This is an optimization exercise on Yosys and OpenROAD, whose aim is small area, a short achievable clock period and few clock cycles, not a production implementation.
In this exercise RTL edits were held to simulation tests only and were not proved equivalent to the original.
Power figures rest on the tool's default switching activity, not on a simulated workload.

==> flow/design.v <==
module bie_rows (
    input  wire        clk,
    input  wire        rst_n,        
    input  wire        bus_valid,
    input  wire        bus_write,
    input  wire [1:0]  bus_size,     
    input  wire [15:0] bus_addr,
    input  wire [31:0] bus_wdata,
    output reg         bus_rvalid,
    output reg  [31:0] bus_rdata,
    output reg         bus_err,
    output wire        irq
);
    localparam K  = 8;             
    localparam WW = 32 + K - 1;    
    localparam E_ILLEGAL  = 3'd1;
    localparam E_BADROW   = 3'd2;
    localparam E_BADLEN   = 3'd3;
    localparam E_BITRANGE = 3'd4;
    localparam E_BUFRANGE = 3'd5;
    function [31:0] brev32(input [31:0] x);
        integer j, b;
        begin
            for (j = 0; j < 4; j = j + 1)
                for (b = 0; b < 8; b = b + 1)
                    brev32[8*j + b] = x[8*j + 7 - b];
        end
    endfunction
    function [2:0] first8(input [7:0] v);
        integer n;
        begin
            first8 = 3'd0;
            for (n = 7; n >= 0; n = n - 1)
                if (v[n]) first8 = n[2:0];
        end
    endfunction
    function [127:0] therm128(input [7:0] v);
        integer p;
        begin
            for (p = 0; p < 128; p = p + 1)
                therm128[p] = (p < v);
        end
    endfunction
    reg        ctrl_ie;
    reg        st_done, st_err, st_sent, st_werr;
    reg [2:0]  st_code;
    reg [31:0] cmd_r;
    reg [31:0] arg0, arg1, arg2, arg3, arg4;
    reg        res0_ones;            
    reg [7:0]  res0_v;
    reg [3:0]  res1_v;
    reg [3:0]  num_rows;
    reg [63:0] lenv;                 
    reg [127:0] syncv;               
    reg [1023:0] rmem;               
    reg [255:0]  bmem;               
    reg        busy;
    wire acc_ok  = bus_valid && (bus_size == 2'd2) && (bus_addr[1:0] == 2'b00);
    wire lo_page = (bus_addr[15:7] == 9'h000);
    wire [4:0] wi = bus_addr[6:2];
    wire is_reg  = lo_page && ((wi <= 5'd6) || (wi >= 5'd8 && wi <= 5'd12) || (wi >= 5'd16 && wi <= 5'd18));
    wire is_len  = (bus_addr[15:5] == 11'h008);
    wire is_sync = (bus_addr[15:5] == 11'h010);
    wire is_buf  = (bus_addr[15:5] == 11'h080);
    wire is_row  = (bus_addr[15:7] == 9'h100);
    wire mapped  = is_reg || is_len || is_sync || is_buf || is_row;
    wire acc_good = acc_ok && mapped;
    wire wr       = acc_good && bus_write;
    wire rd       = acc_good && !bus_write;
    wire wr_ctrl   = wr && lo_page && (wi == 5'd4);
    wire wr_status = wr && lo_page && (wi == 5'd5);
    wire wr_cmd    = wr && lo_page && (wi == 5'd6);
    wire wr_arg    = wr && lo_page && (wi >= 5'd8) && (wi <= 5'd12);
    wire wr_nrows  = wr && lo_page && (wi == 5'd18);
    wire wr_len    = wr && is_len;
    wire wr_sync   = wr && is_sync;
    wire wr_buf    = wr && is_buf;
    wire wr_row    = wr && is_row;
    wire soft_rst  = wr_ctrl && bus_wdata[0];
    wire dropped   = busy && (wr_cmd || wr_arg || wr_nrows || wr_len || wr_sync || wr_buf || wr_row);
    wire big_wd    = |bus_wdata[31:8];
    wire refused   = !busy && ((wr_nrows && (big_wd || bus_wdata[7:0] > 8'd8)) ||
                               (wr_len && (big_wd || bus_wdata[7:0] > 8'd128)));
    wire issue     = !busy && wr_cmd;
    reg        e_first;              
    reg [2:0]  e_ra, e_rb;           
    reg        e_jv;                 
    reg [7:0]  e_lo, e_hi;           
    reg [7:0]  e_U;                  
    reg [3:0]  e_cnt;
    reg [7:0]  e_p;                  
    reg [7:0]  e_rem;                
    reg        e_slow;               
    reg [1:0]  e_c, e_nclast;        
    reg [1:0]  e_nxc;                
    reg [7:0]  e_nxp;                
    reg        e_mis;                
    reg [7:0]  e_cl;                 
    reg [7:0]  e_pn;                 
    reg [7:0]  e_fx;                 
    reg [4:0]  e_fpa;                
    reg [4:0]  e_eb;                 
    reg [3:0]  e_nf;                 
    reg [4:0]  e_nb;                 
    reg [WW-1:0] win;                
    reg [31:0] pat;                  
    wire [2:0] opc = cmd_r[2:0];
    wire [2:0] pa_sel = busy ? e_ra : bus_addr[6:4];
    wire [2:0] pb_sel = busy ? e_rb : arg0[2:0];
    reg [127:0] port_a, port_b;
    integer ri;
    always @(*) begin
        port_a = 128'd0;
        port_b = 128'd0;
        for (ri = 0; ri < 8; ri = ri + 1) begin
            port_a = port_a | (rmem[128*ri +: 128] & {128{pa_sel == ri[2:0]}});
            port_b = port_b | (rmem[128*ri +: 128] & {128{pb_sel == ri[2:0]}});
        end
    end
    wire [7:0] len_a0  = lenv[8*arg0[2:0] +: 8];    
    wire [7:0] len_ea  = lenv[8*e_ra +: 8];
    wire [7:0] fsel = busy ? e_fx : {1'b0, arg1[6:0]};
    wire [101:0] f1;
    wire [69:0]  f2;
    wire [53:0]  f3;
    wire [45:0]  f4;
    wire [41:0]  f5;
    wire [39:0]  f6;
    wire [38:0]  f7;
    genvar gi;
    generate
        for (gi = 0; gi < 102; gi = gi + 1) begin : g_f1
            if (gi + 64 < 128) assign f1[gi] = fsel[6] ? port_b[gi + 64] : port_b[gi];
            else               assign f1[gi] = fsel[6] ? 1'b0 : port_b[gi];
        end
        for (gi = 0; gi < 70; gi = gi + 1) begin : g_f2
            assign f2[gi] = fsel[5] ? f1[gi + 32] : f1[gi];
        end
        for (gi = 0; gi < 54; gi = gi + 1) begin : g_f3
            assign f3[gi] = fsel[4] ? f2[gi + 16] : f2[gi];
        end
        for (gi = 0; gi < 46; gi = gi + 1) begin : g_f4
            assign f4[gi] = fsel[3] ? f3[gi + 8] : f3[gi];
        end
        for (gi = 0; gi < 42; gi = gi + 1) begin : g_f5
            assign f5[gi] = fsel[2] ? f4[gi + 4] : f4[gi];
        end
        for (gi = 0; gi < 40; gi = gi + 1) begin : g_f6
            assign f6[gi] = fsel[1] ? f5[gi + 2] : f5[gi];
        end
        for (gi = 0; gi < 39; gi = gi + 1) begin : g_f7
            assign f7[gi] = fsel[0] ? f6[gi + 1] : f6[gi];
        end
    endgenerate
    wire [WW-1:0] win_n = fsel[7] ? {WW{1'b0}} : f7;
    wire [4:0] pfa    = busy ? e_fpa : arg2[4:0];
    wire [2:0] bw_sel = (!busy && bus_valid && !bus_write) ? bus_addr[4:2] : pfa[4:2];
    wire [2:0] bw1    = pfa[4:2] + 3'd1;
    reg [31:0] bword0, bword1;
    integer bi;
    always @(*) begin
        bword0 = 32'd0;
        bword1 = 32'd0;
        for (bi = 0; bi < 8; bi = bi + 1) begin
            bword0 = bword0 | (bmem[32*bi +: 32] & {32{bw_sel == bi[2:0]}});
            if (bi > 0)
                bword1 = bword1 | (bmem[32*bi +: 32] & {32{bw1 == bi[2:0]}});
        end
    end
    wire [63:0] bpair = {bword1, bword0};
    wire [31:0] pat_n = bpair >> {pfa[1:0], 3'b000};
    wire [127:0] cmask  = therm128(e_hi) & ~therm128(e_lo);
    wire         row_eq = ~|((port_a ^ port_b) & cmask);
    wire [127:0] inv_data = port_a ^ cmask;
    reg [31:0] pmask;
    integer pi;
    always @(*) begin
        for (pi = 0; pi < 32; pi = pi + 1)
            pmask[pi] = (e_cl > pi);
    end
    reg [K-1:0] wmatch;
    integer ki;
    always @(*) begin
        for (ki = 0; ki < K; ki = ki + 1)
            wmatch[ki] = ~|((win[ki +: 32] ^ pat) & pmask);
    end
    reg [K-1:0] whit;
    always @(*) begin
        for (ki = 0; ki < K; ki = ki + 1)
            whit[ki] = wmatch[ki] && (e_rem >= ki);
    end
    reg [2:0] kf;
    always @(*) begin
        kf = 3'd0;
        for (ki = K - 1; ki >= 0; ki = ki - 1)
            if (whit[ki]) kf = ki[2:0];
    end
    wire s_found = |whit;
    wire        row_bad   = (|arg0[31:4]) || (arg0[3:0] >= num_rows);
    wire        a1_big    = |arg1[31:8];
    wire        a3_big    = |arg3[31:8];
    wire        s_gt_len  = a1_big || (arg1[7:0] > len_a0);
    wire [8:0]  sn_sum    = {1'b0, arg1[7:0]} + {1'b0, arg3[7:0]};
    wire        sn_gt_len = a1_big || a3_big || (sn_sum > {1'b0, len_a0});
    wire [5:0]  c8_a3     = (arg3[8:0] + 9'd7) >> 3;                    
    wire        a3_gt256  = (|arg3[31:9]) || (arg3[8] && |arg3[7:0]);
    wire        bufr_c8   = (|arg2[31:6]) || a3_gt256 || ({1'b0, arg2[5:0]} + {1'b0, c8_a3} > 7'd32);
    wire [3:0]  nframes   = arg3[7:0] / 8'd10;                            
    wire        bufr_uart = (|arg2[31:6]) || ({1'b0, arg2[5:0]} + {3'b0, nframes} > 7'd32);
    wire        l_big     = a1_big || (arg1[7:0] > 8'd128);
    reg  [7:0]  q_eq, q_ge;
    integer qi;
    always @(*) begin
        for (qi = 0; qi < 8; qi = qi + 1) begin
            q_eq[qi] = (qi < num_rows) && !l_big && (lenv[8*qi +: 8] == arg1[7:0]);
            q_ge[qi] = (qi < num_rows) && !l_big && (lenv[8*qi +: 8] >= arg1[7:0]);
        end
    end
    reg  [7:0]  q_rep;               
    always @(*) begin
        for (qi = 0; qi < 8; qi = qi + 1)
            q_rep[qi] = (qi < num_rows) && (lenv[8*qi +: 8] == len_a0);
    end
    wire legal = (cmd_r[31:3] == 29'd0);
    reg        fin, f_err, f_wres, f_ones, f_sent;
    reg [2:0]  f_code;
    reg [7:0]  f_r0;
    reg [3:0]  f_r1;
    reg        row_we;               
    reg        buf_we;               
    reg [7:0]  buf_wd;               
    wire [7:0] oh_j    = 8'd1 << e_rb;
    reg  [7:0] above_j;
    always @(*) begin
        for (qi = 0; qi < 8; qi = qi + 1)
            above_j[qi] = (qi > e_rb);
    end
    wire       fr_m    = e_jv && row_eq;
    wire [3:0] fr_cnt1 = e_cnt + {3'd0, fr_m};
    wire [7:0] fr_U1   = fr_m ? (e_U & ~oh_j) : e_U;
    wire [7:0] fr_later = e_U & above_j;
    wire       fr_more = e_jv && (|fr_later);
    wire [2:0] fr_nj   = first8(fr_later);
    wire [2:0] fr_ni   = first8(fr_U1);
    wire [7:0] fr_U2   = fr_U1 & ~(8'd1 << fr_ni);
    wire [2:0] fr_nj2  = first8(fr_U2);
    wire       cr_m    = e_jv && e_U[e_rb] && row_eq;
    wire [2:0] e_rb1   = e_rb + 3'd1;
    wire [2:0] e_ra1   = e_ra + 3'd1;
    wire       cr_qn   = (e_rb != 3'd7) && e_U[e_rb1];
    wire       ua_ok   = !win[0] && win[9];
    always @(*) begin
        fin = 1'b0; f_err = 1'b0; f_code = 3'd0; f_wres = 1'b0; f_ones = 1'b0; f_sent = 1'b0;
        f_r0 = 8'd0; f_r1 = 4'd0;
        row_we = 1'b0; buf_we = 1'b0; buf_wd = 8'd0;
        if (busy) begin
            if (e_first && !legal) begin
                fin = 1'b1; f_err = 1'b1; f_code = E_ILLEGAL;
            end else if (e_first && opc == 3'd0) begin
                fin = 1'b1;
            end else if (e_first && row_bad && (opc == 3'd1 || opc == 3'd2 || opc == 3'd6 || opc == 3'd7)) begin
                fin = 1'b1; f_err = 1'b1; f_code = E_BADROW;
            end else begin
                case (opc)
                    3'd1: begin                                          
                        if (e_first && arg3 == 32'd0) begin
                            fin = 1'b1; f_err = 1'b1; f_code = E_BADLEN;
                        end else if (e_first && s_gt_len) begin
                            fin = 1'b1; f_err = 1'b1; f_code = E_BITRANGE;
                        end else if (e_first && bufr_c8) begin
                            fin = 1'b1; f_err = 1'b1; f_code = E_BUFRANGE;
                        end else if (e_first && sn_gt_len) begin
                            fin = 1'b1; f_wres = 1'b1; f_r0 = len_a0; f_sent = 1'b1;
                        end else if (!e_slow) begin
                            if (s_found) begin
                                fin = 1'b1; f_wres = 1'b1; f_r0 = e_p + {5'd0, kf};
                            end else if (e_rem < 8'd8) begin
                                fin = 1'b1; f_wres = 1'b1; f_r0 = len_a0; f_sent = 1'b1;
                            end
                        end else begin
                            if (e_c == e_nclast) begin
                                if (!e_mis && wmatch[0]) begin
                                    fin = 1'b1; f_wres = 1'b1; f_r0 = e_p;
                                end else if (e_rem == 8'd0) begin
                                    fin = 1'b1; f_wres = 1'b1; f_r0 = len_a0; f_sent = 1'b1;
                                end
                            end
                        end
                    end
                    3'd2: begin                                          
                        if (e_first && sn_gt_len) begin
                            fin = 1'b1; f_err = 1'b1; f_code = E_BITRANGE;
                        end else if (e_first && bufr_c8) begin
                            fin = 1'b1; f_err = 1'b1; f_code = E_BUFRANGE;
                        end else if (e_first && arg3 == 32'd0) begin
                            fin = 1'b1; f_wres = 1'b1;
                        end else begin
                            buf_we = 1'b1;
                            buf_wd = win[7:0] & pmask[7:0];
                            f_r0 = {3'd0, e_nb};
                            f_wres = 1'b1;
                            fin = (e_cl <= 8'd8);
                        end
                    end
                    3'd3, 3'd4: begin                                    
                        if (e_first && e_cnt == 4'd0) begin
                            fin = 1'b1; f_wres = 1'b1; f_ones = 1'b1; f_sent = 1'b1;
                        end else if (!fr_more) begin
                            if (!(|arg0[31:4]) && (fr_cnt1 >= arg0[3:0])) begin
                                fin = 1'b1; f_wres = 1'b1; f_r0 = {5'd0, e_ra}; f_r1 = fr_cnt1;
                            end else if (fr_U1 == 8'd0) begin
                                fin = 1'b1; f_wres = 1'b1; f_ones = 1'b1; f_sent = 1'b1;
                            end
                        end
                    end
                    3'd5: begin                                          
                        if (e_first && num_rows == 4'd0) begin
                            fin = 1'b1; f_wres = 1'b1;
                        end else begin
                            row_we = 1'b1;
                            f_wres = 1'b1;
                            fin = ({1'b0, e_ra} == num_rows - 4'd1);
                        end
                    end
                    3'd6: begin                                          
                        if (e_first && s_gt_len) begin
                            fin = 1'b1; f_err = 1'b1; f_code = E_BITRANGE;
                        end else begin
                            f_wres = 1'b1;
                            f_r0 = {4'd0, e_cnt + {3'd0, cr_m}};
                            fin = !cr_m || !cr_qn;
                        end
                    end
                    default: begin                                       
                        if (e_first && sn_gt_len) begin
                            fin = 1'b1; f_err = 1'b1; f_code = E_BITRANGE;
                        end else if (e_first && bufr_uart) begin
                            fin = 1'b1; f_err = 1'b1; f_code = E_BUFRANGE;
                        end else if (e_first && nframes == 4'd0) begin
                            fin = 1'b1; f_wres = 1'b1;
                        end else begin
                            f_wres = 1'b1;
                            if (ua_ok) begin
                                buf_we = 1'b1;
                                buf_wd = {win[1], win[2], win[3], win[4], win[5], win[6], win[7], win[8]};
                                if (e_cnt + 4'd1 == e_nf) begin
                                    fin = 1'b1; f_r0 = {4'd0, e_nf}; f_r1 = e_nf;
                                end
                            end else begin
                                fin = 1'b1; f_ones = 1'b1; f_r1 = e_cnt; f_sent = 1'b1;
                            end
                        end
                    end
                endcase
            end
        end
    end
    wire fin_vis = fin && !ctrl_ie;
    wire vis_busy = busy && !fin_vis;
    wire vis_done = fin_vis ? 1'b1 : (st_done && !busy);
    wire vis_err  = fin_vis ? f_err : (st_err && !busy);
    wire vis_sent = fin_vis ? (f_sent && !f_err) : (st_sent && !busy);
    wire [2:0] vis_code = fin_vis ? f_code : (busy ? 3'd0 : st_code);
    assign irq = st_done & ctrl_ie;
    wire [31:0] status_word = {16'h0, 5'd0, vis_code, 2'b00, vis_done & ctrl_ie, st_werr, vis_sent,
                               vis_err, vis_done, vis_busy};
    reg [31:0] rdata_mux;
    wire [31:0] row_word = port_a[32*bus_addr[3:2] +: 32];
    always @(*) begin
        rdata_mux = 32'h0;
        if (lo_page) begin
            case (wi)
                5'd0:  rdata_mux = 32'h42490100;
                5'd1:  rdata_mux = 32'd8;
                5'd2:  rdata_mux = 32'd16;
                5'd3:  rdata_mux = 32'd32;
                5'd4:  rdata_mux = {30'h0, ctrl_ie, 1'b0};
                5'd5:  rdata_mux = status_word;
                5'd6:  rdata_mux = cmd_r;
                5'd8:  rdata_mux = arg0;
                5'd9:  rdata_mux = arg1;
                5'd10: rdata_mux = arg2;
                5'd11: rdata_mux = arg3;
                5'd12: rdata_mux = arg4;
                5'd16: rdata_mux = res0_ones ? 32'hFFFFFFFF : {24'h0, res0_v};
                5'd17: rdata_mux = {28'h0, res1_v};
                5'd18: rdata_mux = {28'h0, num_rows};
                default: rdata_mux = 32'h0;
            endcase
        end
        if (is_len)  rdata_mux = {24'h0, lenv[8*bus_addr[4:2] +: 8]};
        if (is_sync) rdata_mux = {16'h0, syncv[16*bus_addr[4:2] +: 16]};
        if (is_buf)  rdata_mux = brev32(bword0);
        if (is_row)  rdata_mux = brev32(row_word);
    end
    always @(posedge clk) begin
        if (!rst_n) begin
            bus_rvalid <= 1'b0;
            bus_rdata  <= 32'h0;
            bus_err    <= 1'b0;
        end else begin
            bus_rvalid <= bus_valid;
            bus_err    <= bus_valid && !acc_good;
            bus_rdata  <= rd ? rdata_mux : 32'h0;
        end
    end
    wire [127:0] row_wd = busy ? inv_data : {4{brev32(bus_wdata)}};
    wire [31:0]  buf_bd = brev32(bus_wdata);
    genvar gr, gw, gb;
    generate
        for (gr = 0; gr < 8; gr = gr + 1) begin : g_row
            for (gw = 0; gw < 4; gw = gw + 1) begin : g_word
                wire we = (!busy && wr_row && bus_addr[6:4] == gr && bus_addr[3:2] == gw) ||
                          (row_we && e_ra == gr);
                always @(posedge clk)
                    if (we) rmem[128*gr + 32*gw +: 32] <= row_wd[32*gw +: 32];
            end
        end
        for (gb = 0; gb < 32; gb = gb + 1) begin : g_buf
            wire we = (!busy && wr_buf && bus_addr[4:2] == gb / 4) || (buf_we && e_eb == gb);
            wire [7:0] d = busy ? buf_wd : buf_bd[8*(gb % 4) +: 8];
            always @(posedge clk)
                if (we) bmem[8*gb +: 8] <= d;
        end
    endgenerate
    wire [8:0] s_lastp  = {1'b0, len_a0} - {1'b0, arg3[7:0]};          
    wire       s_slow   = (arg3[7:0] > 8'd32) || a3_big;
    wire [1:0] s_nclast = (arg3[7:0] - 8'd1) >> 5;
    wire [2:0] w_op     = bus_wdata[2:0];
    wire [7:0] q_sel    = w_op[2] ? q_ge : q_eq;
    wire [2:0] q_i0     = first8(q_sel);
    wire [7:0] q_U0     = q_sel & ~(8'd1 << q_i0);
    integer x;
    always @(posedge clk) begin
        win <= win_n;
        pat <= pat_n;
        if (!rst_n || soft_rst) begin
            busy       <= 1'b0;
            ctrl_ie    <= 1'b0;
            st_done    <= 1'b0;
            st_err     <= 1'b0;
            st_sent    <= 1'b0;
            st_code    <= 3'd0;
            st_werr    <= 1'b0;
            cmd_r      <= 32'h0;
            arg0       <= 32'h0;
            arg1       <= 32'h0;
            arg2       <= 32'h0;
            arg3       <= 32'h0;
            arg4       <= 32'h0;
            res0_ones  <= 1'b0;
            res0_v     <= 8'd0;
            res1_v     <= 4'd0;
            num_rows   <= 4'd0;
            lenv       <= 64'd0;
            syncv      <= 128'd0;
            e_first <= 1'b0; e_ra <= 3'd0; e_rb <= 3'd0; e_jv <= 1'b0; e_lo <= 8'd0; e_hi <= 8'd0;
            e_U <= 8'd0; e_cnt <= 4'd0; e_p <= 8'd0; e_rem <= 8'd0; e_slow <= 1'b0; e_c <= 2'd0;
            e_nclast <= 2'd0; e_nxc <= 2'd0; e_nxp <= 8'd0; e_mis <= 1'b0; e_cl <= 8'd0;
            e_pn <= 8'd0; e_fx <= 8'd0; e_fpa <= 5'd0; e_eb <= 5'd0; e_nf <= 4'd0; e_nb <= 5'd0;
        end else begin
            if (wr_ctrl)
                ctrl_ie <= bus_wdata[1];
            if (wr_status) begin
                if (bus_wdata[1]) st_done <= 1'b0;
                if (bus_wdata[2]) begin
                    st_err  <= 1'b0;
                    st_code <= 3'd0;
                end
                if (bus_wdata[4]) st_werr <= 1'b0;
            end
            if (dropped || refused)
                st_werr <= 1'b1;
            if (!busy) begin
                if (wr_arg) begin
                    case (wi)
                        5'd8:  arg0 <= bus_wdata;
                        5'd9:  arg1 <= bus_wdata;
                        5'd10: arg2 <= bus_wdata;
                        5'd11: arg3 <= bus_wdata;
                        default: arg4 <= bus_wdata;
                    endcase
                end
                if (wr_nrows && !big_wd && bus_wdata[7:0] <= 8'd8)
                    num_rows <= bus_wdata[3:0];
                for (x = 0; x < 8; x = x + 1) begin
                    if (wr_len && bus_addr[4:2] == x && !big_wd && bus_wdata[7:0] <= 8'd128)
                        lenv[8*x +: 8] <= bus_wdata[7:0];
                    if (wr_sync && bus_addr[4:2] == x)
                        syncv[16*x +: 16] <= bus_wdata[15:0];
                end
            end
            if (issue) begin
                cmd_r    <= bus_wdata;
                st_done  <= 1'b0;
                st_err   <= 1'b0;
                st_code  <= 3'd0;
                st_sent  <= 1'b0;
                busy     <= 1'b1;
                e_first  <= 1'b1;
                e_cnt    <= 4'd1;
                e_lo     <= 8'd0;
                e_ra     <= arg0[2:0];
                e_rb     <= arg0[2:0];
                e_jv     <= 1'b0;
                e_U      <= 8'd0;
                e_mis    <= 1'b0;
                e_c      <= 2'd0;
                e_p      <= arg1[7:0];
                e_rem    <= s_lastp[7:0] - arg1[7:0];
                e_pn     <= arg3[7:0];
                e_cl     <= arg3[7:0];
                e_slow   <= s_slow;
                e_nclast <= s_nclast;
                e_nxp    <= arg1[7:0];
                e_nxc    <= 2'd1;
                e_fpa    <= arg2[4:0];
                e_eb     <= arg2[4:0];
                e_nf     <= nframes;
                e_nb     <= c8_a3[4:0];
                e_fx     <= arg1[7:0] + 8'd8;
                e_hi     <= len_a0;
                case (w_op)
                    3'd1: begin
                        if (s_slow) begin
                            e_fx  <= arg1[7:0] + 8'd32;
                            e_fpa <= arg2[4:0] + 5'd4;
                        end
                    end
                    3'd3, 3'd4: begin
                        e_hi  <= arg1[7:0];
                        e_ra  <= q_i0;
                        e_rb  <= first8(q_U0);
                        e_jv  <= |q_U0;
                        e_U   <= q_U0;
                        e_cnt <= (q_sel == 8'd0) ? 4'd0 : 4'd1;
                    end
                    3'd5: begin
                        e_ra <= 3'd0;
                        e_hi <= lenv[7:0];
                    end
                    3'd6: begin
                        e_lo <= arg1[7:0];
                        e_rb <= arg0[2:0] + 3'd1;
                        e_jv <= (arg0[2:0] != 3'd7);
                        e_U  <= q_rep;
                        e_cnt <= 4'd1;
                    end
                    3'd7: begin
                        e_fx  <= arg1[7:0] + 8'd10;
                        e_cnt <= 4'd0;
                    end
                    default: ;
                endcase
            end
            if (busy) begin
                e_first <= 1'b0;
                if (fin) begin
                    busy    <= 1'b0;
                    st_done <= 1'b1;
                    st_err  <= f_err;
                    st_code <= f_code;
                    st_sent <= f_sent && !f_err;
                    if (f_wres && !f_err) begin
                        res0_ones <= f_ones;
                        res0_v    <= f_ones ? 8'hFF : f_r0;
                        res1_v    <= f_r1;
                    end
                end
                case (opc)
                    3'd1: begin
                        if (!e_slow) begin
                            e_p   <= e_p + 8'd8;
                            e_rem <= e_rem - 8'd8;
                            e_fx  <= e_fx + 8'd8;
                        end else begin
                            if (e_c == e_nclast) begin
                                e_c   <= 2'd0;
                                e_mis <= 1'b0;
                                e_cl  <= e_pn;
                                e_p   <= e_p + 8'd1;
                                e_rem <= e_rem - 8'd1;
                            end else begin
                                e_c   <= e_c + 2'd1;
                                e_mis <= e_mis || !wmatch[0];
                                e_cl  <= e_cl - 8'd32;
                            end
                            if (e_nxc == e_nclast) begin
                                e_nxc <= 2'd0;
                                e_nxp <= e_nxp + 8'd1;
                                e_fx  <= e_nxp + 8'd1;
                                e_fpa <= arg2[4:0];
                            end else begin
                                e_nxc <= e_nxc + 2'd1;
                                e_fx  <= e_fx + 8'd32;
                                e_fpa <= e_fpa + 5'd4;
                            end
                        end
                    end
                    3'd2: begin
                        e_eb <= e_eb + 5'd1;
                        e_cl <= e_cl - 8'd8;
                        e_fx <= e_fx + 8'd8;
                    end
                    3'd3, 3'd4: begin
                        if (fr_more) begin
                            e_rb  <= fr_nj;
                            e_U   <= fr_U1;
                            e_cnt <= fr_cnt1;
                        end else begin
                            e_ra  <= fr_ni;
                            e_U   <= fr_U2;
                            e_rb  <= fr_nj2;
                            e_jv  <= |fr_U2;
                            e_cnt <= 4'd1;
                        end
                    end
                    3'd5: begin
                        e_ra <= e_ra + 3'd1;
                        e_hi <= lenv[8*e_ra1 +: 8];
                    end
                    3'd6: begin
                        e_rb  <= e_rb + 3'd1;
                        e_jv  <= (e_rb != 3'd7);
                        e_cnt <= e_cnt + 4'd1;
                    end
                    3'd7: begin
                        e_eb  <= e_eb + 5'd1;
                        e_cnt <= e_cnt + 4'd1;
                        e_fx  <= e_fx + 8'd10;
                    end
                    default: ;
                endcase
            end
        end
    end
endmodule
==> flow/run.sh <==
#!/bin/bash
# synth_recipe.tcl (not shown) runs the flow's synth.tcl, then flattens the netlist and writes it again
# the make line also repeats each setting of config.mk as NAME=value (left out here)
make -C /OpenROAD-flow-scripts/flow DESIGN_CONFIG=/design/flow/config.mk WORK_HOME=/design/flow/orfs CLKGATE_MAP_FILE= SYNTH_SCRIPT=/design/flow/synth_recipe.tcl finish
==> flow/config.mk <==
export PLATFORM = sky130hd
export DESIGN_NAME = bie_rows
export DESIGN_NICKNAME = bie_rows
export VERILOG_FILES = /design/flow/design.v
export SDC_FILE = /design/flow/constraint.sdc
export NUM_CORES = 8
export LEC_CHECK = 0
export CAP_MARGIN = 40
export CORE_MARGIN = 2
export CORE_UTILIZATION = 40
export SLEW_MARGIN = 40
==> flow/constraint.sdc <==
create_clock -name core_clock -period 10.0 [get_ports {clk}]
set_input_delay 2.0000 -clock core_clock [delete_from_list [all_inputs] [get_ports {clk}]]
set_output_delay 2.0000 -clock core_clock [all_outputs]
set_load 0.01 [all_outputs]
==> impl_metrics.sql <==
INSERT INTO impl_metrics (metric_group, metric, value, unit) VALUES
('pwr', 'power_report.internal_total', '13.6', 'mW'),
('timing', 'fin_skew', '0.0933', 'ns'),
('synth', 'yosysSeqAreaShare', '46.1', '%'),
('pwr', 'cellPowerDensity', '144', 'nW/um^2'),
('synth', 'syn-instance-count', '11200', ''),
('placement', 'dp_hpwl', '470', 'mm'),
('clocking', 'tritoncts', 'yes', ''),
('clocking', 'post-cts-setup-buffer-count', '0', ''),
('timing', 'maxClockFrequency', '110', 'MHz'),
('global_routing', 'antenna_found_initial', '61', ''),
('synth', 'asyncSetResetFlopFracSynth', '0', '%'),
('critical_path', 'timing.critical_path.buf_inv', '3', ''),
('global_routing', 'globalRouteOverflowTotal', '0', ''),
('cells_and_area', 'final_cell_mix', 'sky130_fd_sc_hd__nand2_1, sky130_fd_sc_hd__edfxtp_1, sky130_fd_sc_hd__a21oi_1, sky130_fd_sc_hd__nor2_1, sky130_fd_sc_hd__buf_4', ''),
('floorplan', 'fp.coreArea', '276000', 'um^2'),
('synth', 'number_of_enable_flip_flop_cells_after_synthesis', '1280', ''),
('critical_path', 'maximum_fanout_count_along_the_critical_path', '17', ''),
('clocking', 'clock_insertion_delay_worst_skew', '0.99', 'ns'),
('critical_path', 'cp_slowest_stage_delay', '0.86', 'ns'),
('clocking', 'reg_clk_slew_reported_paths', '0.06', 'ns'),
('floorplan', 'die-height', '530', 'um'),
('routing', 'antenna_violating_nets_left', '0', ''),
('pwr', 'combinationalPowerShare', '8.0', '%'),
('synth', 'post_synth_main_area_contributors', 'sky130_fd_sc_hd__edfxtp_1, sky130_fd_sc_hd__dfxtp_1, sky130_fd_sc_hd__nand2_1', ''),
('routing', 'wl_per_cell', '42.7', 'um'),
('clocking', 'postCtsResizedCells', '0', ''),
('synth', 'yosys_warnings', '1', ''),
('global_routing', 'track_usage', '44.8', '%'),
('cells_and_area', 'fin_cells', '15200', ''),
('routing', 'drt_wl_total', '649', 'mm'),
('critical_path', 'cpLargestDelayFamily', 'simple AND/OR/NAND/NOR gates', ''),
('placement', 'place_ws', '0.290', 'ns'),
('cells_and_area', 'drive_gt1_share', '14.9', '%'),
('outcome', 'status', 'complete, no violations', ''),
('clocking', 'cts_hold_buf', '0', ''),
('clocking', 'clockRootBuffer', 'sky130_fd_sc_hd__clkbuf_16', ''),
('timing', 'timing.final.max_slew_violations', '0', ''),
('placement', 'gp_congestion', '1.15', ''),
('floorplan', 'io_pins', '89', ''),
('routing', 'via_count', '107000', ''),
('floorplan', 'fp-row-count', '193', ''),
('placement', 'numPlacedInstances', '14700', ''),
('timing', 'timing.max_slew.rel_slack', '29.0', '%'),
('routing', 'route.detailed.vias_per_inst', '7.05', ''),
('min_path', 'holdCritPathClass', 'reg2reg', ''),
('timing', 'post-route-worst-setup-slack', '0.910', 'ns'),
('timing', 'setup-tns-final', '0', 'ns'),
('clocking', 'clk_path_buf_depth', '4', ''),
('timing', 'unrepaired_setup_endpoints_after_global_routing', 'false', ''),
('synth', 'mappedNetlistArea', '111000', 'um^2'),
('timing', 'final_count_of_negative_setup_slack_endpoints', '0', ''),
('timing', 'finalWorstPathRequiredPeriod', '9.09', 'ns'),
('flow_run', 'timing.max_cap.violations', '0', ''),
('floorplan', 'width_of_the_die', '530', 'um'),
('timing', 'hold_ws', '0.454', 'ns'),
('clocking', 'clkSinkCount', '1906', ''),
('critical_path', 'cpMaxStageDelayCell', 'sky130_fd_sc_hd__nor2_4', ''),
('cells_and_area', 'utilization', '46.2', '%'),
('critical_path', 'worstSetupEndpointType', 'flip-flop', ''),
('placement', 'numPortBuffers', '88', ''),
('routing', 'dr.pass1.iters', '13', ''),
('pwr', 'power.leakage', '43.9', 'nW'),
('cells_and_area', 'area_growth', '15.2', '%'),
('floorplan', 'dieArea', '281000', 'um^2'),
('clocking', 'cts_buffers', '214', ''),
('synth', 'ys_types', '107', ''),
('cells_and_area', 'final_nets', '11500', ''),
('pwr', 'sequentialPowerShare', '46.3', '%'),
('synth', 'synth_largest_type_area_fraction', '34.8', '%'),
('critical_path', 'critPathRequiredTime', '10.81', 'ns'),
('critical_path', 'worst_ep_arrival_time', '9.90', 'ns');
[kinds of logic after synthesis]
group                    Yosys count  synth area share, %
adder cells (fa/ha/maj)          195                 2.27
XOR/XNOR                         644                 5.10
flip-flops                      1906                 46.1
multiplexers                     827                 10.2
AO/OA/AOI/OAI                   3171                 18.7
buffers and inverters           1061                 4.09
AND/OR/NAND/NOR                 3368                 13.5
[cells in the mapped netlist (22+ instances only)]
master	number
sky130_fd_sc_hd__nand2b_1	33
sky130_fd_sc_hd__a211oi_1	154
sky130_fd_sc_hd__xnor2_1	377
sky130_fd_sc_hd__mux2i_1	537
sky130_fd_sc_hd__and2_1	31
sky130_fd_sc_hd__a21oi_1	1001
sky130_fd_sc_hd__clkbuf_1	618
sky130_fd_sc_hd__o21ai_1	25
sky130_fd_sc_hd__nor2b_1	56
sky130_fd_sc_hd__nand4_1	105
sky130_fd_sc_hd__edfxtp_1	1280
sky130_fd_sc_hd__a22oi_1	195
sky130_fd_sc_hd__o21ai_0	506
sky130_fd_sc_hd__a22o_1	114
sky130_fd_sc_hd__buf_4	43
sky130_fd_sc_hd__nand2_1	1663
sky130_fd_sc_hd__a31oi_1	107
sky130_fd_sc_hd__a21o_1	62
sky130_fd_sc_hd__inv_1	115
sky130_fd_sc_hd__a222oi_1	48
sky130_fd_sc_hd__o221ai_1	80
sky130_fd_sc_hd__buf_2	131
sky130_fd_sc_hd__mux2_2	43
sky130_fd_sc_hd__o21a_1	38
sky130_fd_sc_hd__dfxtp_1	626
sky130_fd_sc_hd__or3_1	25
sky130_fd_sc_hd__and3_1	85
sky130_fd_sc_hd__or2_2	25
sky130_fd_sc_hd__a221o_1	63
sky130_fd_sc_hd__nor3_1	177
sky130_fd_sc_hd__nor2_1	678
sky130_fd_sc_hd__nand3_1	272
sky130_fd_sc_hd__a32oi_1	22
sky130_fd_sc_hd__o211ai_1	73
sky130_fd_sc_hd__o22ai_1	233
sky130_fd_sc_hd__mux4_2	233
sky130_fd_sc_hd__buf_6	25
sky130_fd_sc_hd__nor4_1	99
sky130_fd_sc_hd__o2bb2ai_1	38
sky130_fd_sc_hd__ha_1	177
sky130_fd_sc_hd__a221oi_1	175
sky130_fd_sc_hd__xor2_1	267
sky130_fd_sc_hd__buf_1	113
[layer usage]
| metal | wire [um] | part of all wire (%) | track usage, % |
|---|---|---|---|
| met5 | 193 | 0.030 | 0.120 |
| met4 | 67800 | 10 | 37.6 |
| met3 | 84300 | 13 | 15.5 |
| met2 | 265000 | 41 | 63.4 |
| met1 | 231000 | 36 | 54.4 |
[power groups by stage]
stage               clock [mW]  combinational [mW]  sequential [mW]
detailed placement           0                1.35             8.64
global placement             0                1.33             8.64
floorplan                    0               0.706             8.58
finish                    8.38                1.46             8.48
CTS                       8.38                1.35             8.47
global route              8.67                1.43             8.47
[worst register-to-register path, delay by kind of cell, from the launching register on]
family	cells	cell delay (ns)
AOI/OAI and AO/OA	9	2.03
xor gates and xnor gates	1	0.38
adders and majority gates	3	0.77
buffers and inverters	5	1.68
DFF	1	0.79
muxes	1	0.52
and+or+nand+nor	8	2.60
[path summary, 6_finish.rpt]
path              slack (ns)   startpoint           end  cells past startpoint
setup / recovery        0.91  bus_addr[5]  bus_rdata[3]                     26
hold / removal          0.45    syncv[21]     syncv[21]                      2
setup reg to reg        1.05         busy  bus_rdata[3]                     27
hold reg to reg         0.45    syncv[21]     syncv[21]                      2
[sequential cells by signal, indices dropped and copies added, names as in the netlist, 32 cells and up]
register / flops
bmem: 256
win: 39
pat: 32
arg1: 32
syncv: 128
rmem: 1024
bus_rdata: 32
arg0: 32
arg3: 32
arg2: 32
lenv: 64
cmd_r: 32
arg4: 32
[through the flow]
step	instance area (um^2)	power, mW
2_1_floorplan	111000	9.28
4_1_cts	127000	18.2
3_3_place_gp	119000	9.97
3_5_place_dp	120000	9.99
5_1_grt	127000	18.6
6_report	127000	18.3
[final cells by class]
class / count / area [um^2]
fill: 25600 / 148000
multi-input combinational: 8205 / 57000
sequential: 1906 / 51000
timing repair buffer: 791 / 6850
clock buffer: 282 / 5950
tap: 3705 / 4640
clock inverter: 107 / 1390
inverter: 123 / 464
antenna: 61 / 153
Testbench counts, summed over its fixed seeds: cycles 6,724.

-- static timing again, ports no longer ideal --
Ports are ideal in the flow. The routed layout listed here was re-timed in OpenROAD. Step 1, drivers: a clkbuf_16 drives clk and a buf_2 each remaining input, both assumed. Step 2 times the ports against the registers' clock, not the clock port: input delays grow and output delays shrink by t, the midpoint of the rising clock arrivals with the driver on. Three values: ideal ports, drivers, drivers and shift; two values: the first two.
shift t [ns]: 1.052
setup WS [ns]: 0.910 / 0.991 / -0.061
worst data-port slew with drivers (ns): 0.07
Met with ideal ports but missed after step 2: setup timing in this run. For this run, drivers alone change the setup slack by +0.081 ns; drivers and shift together by -0.971 ns.
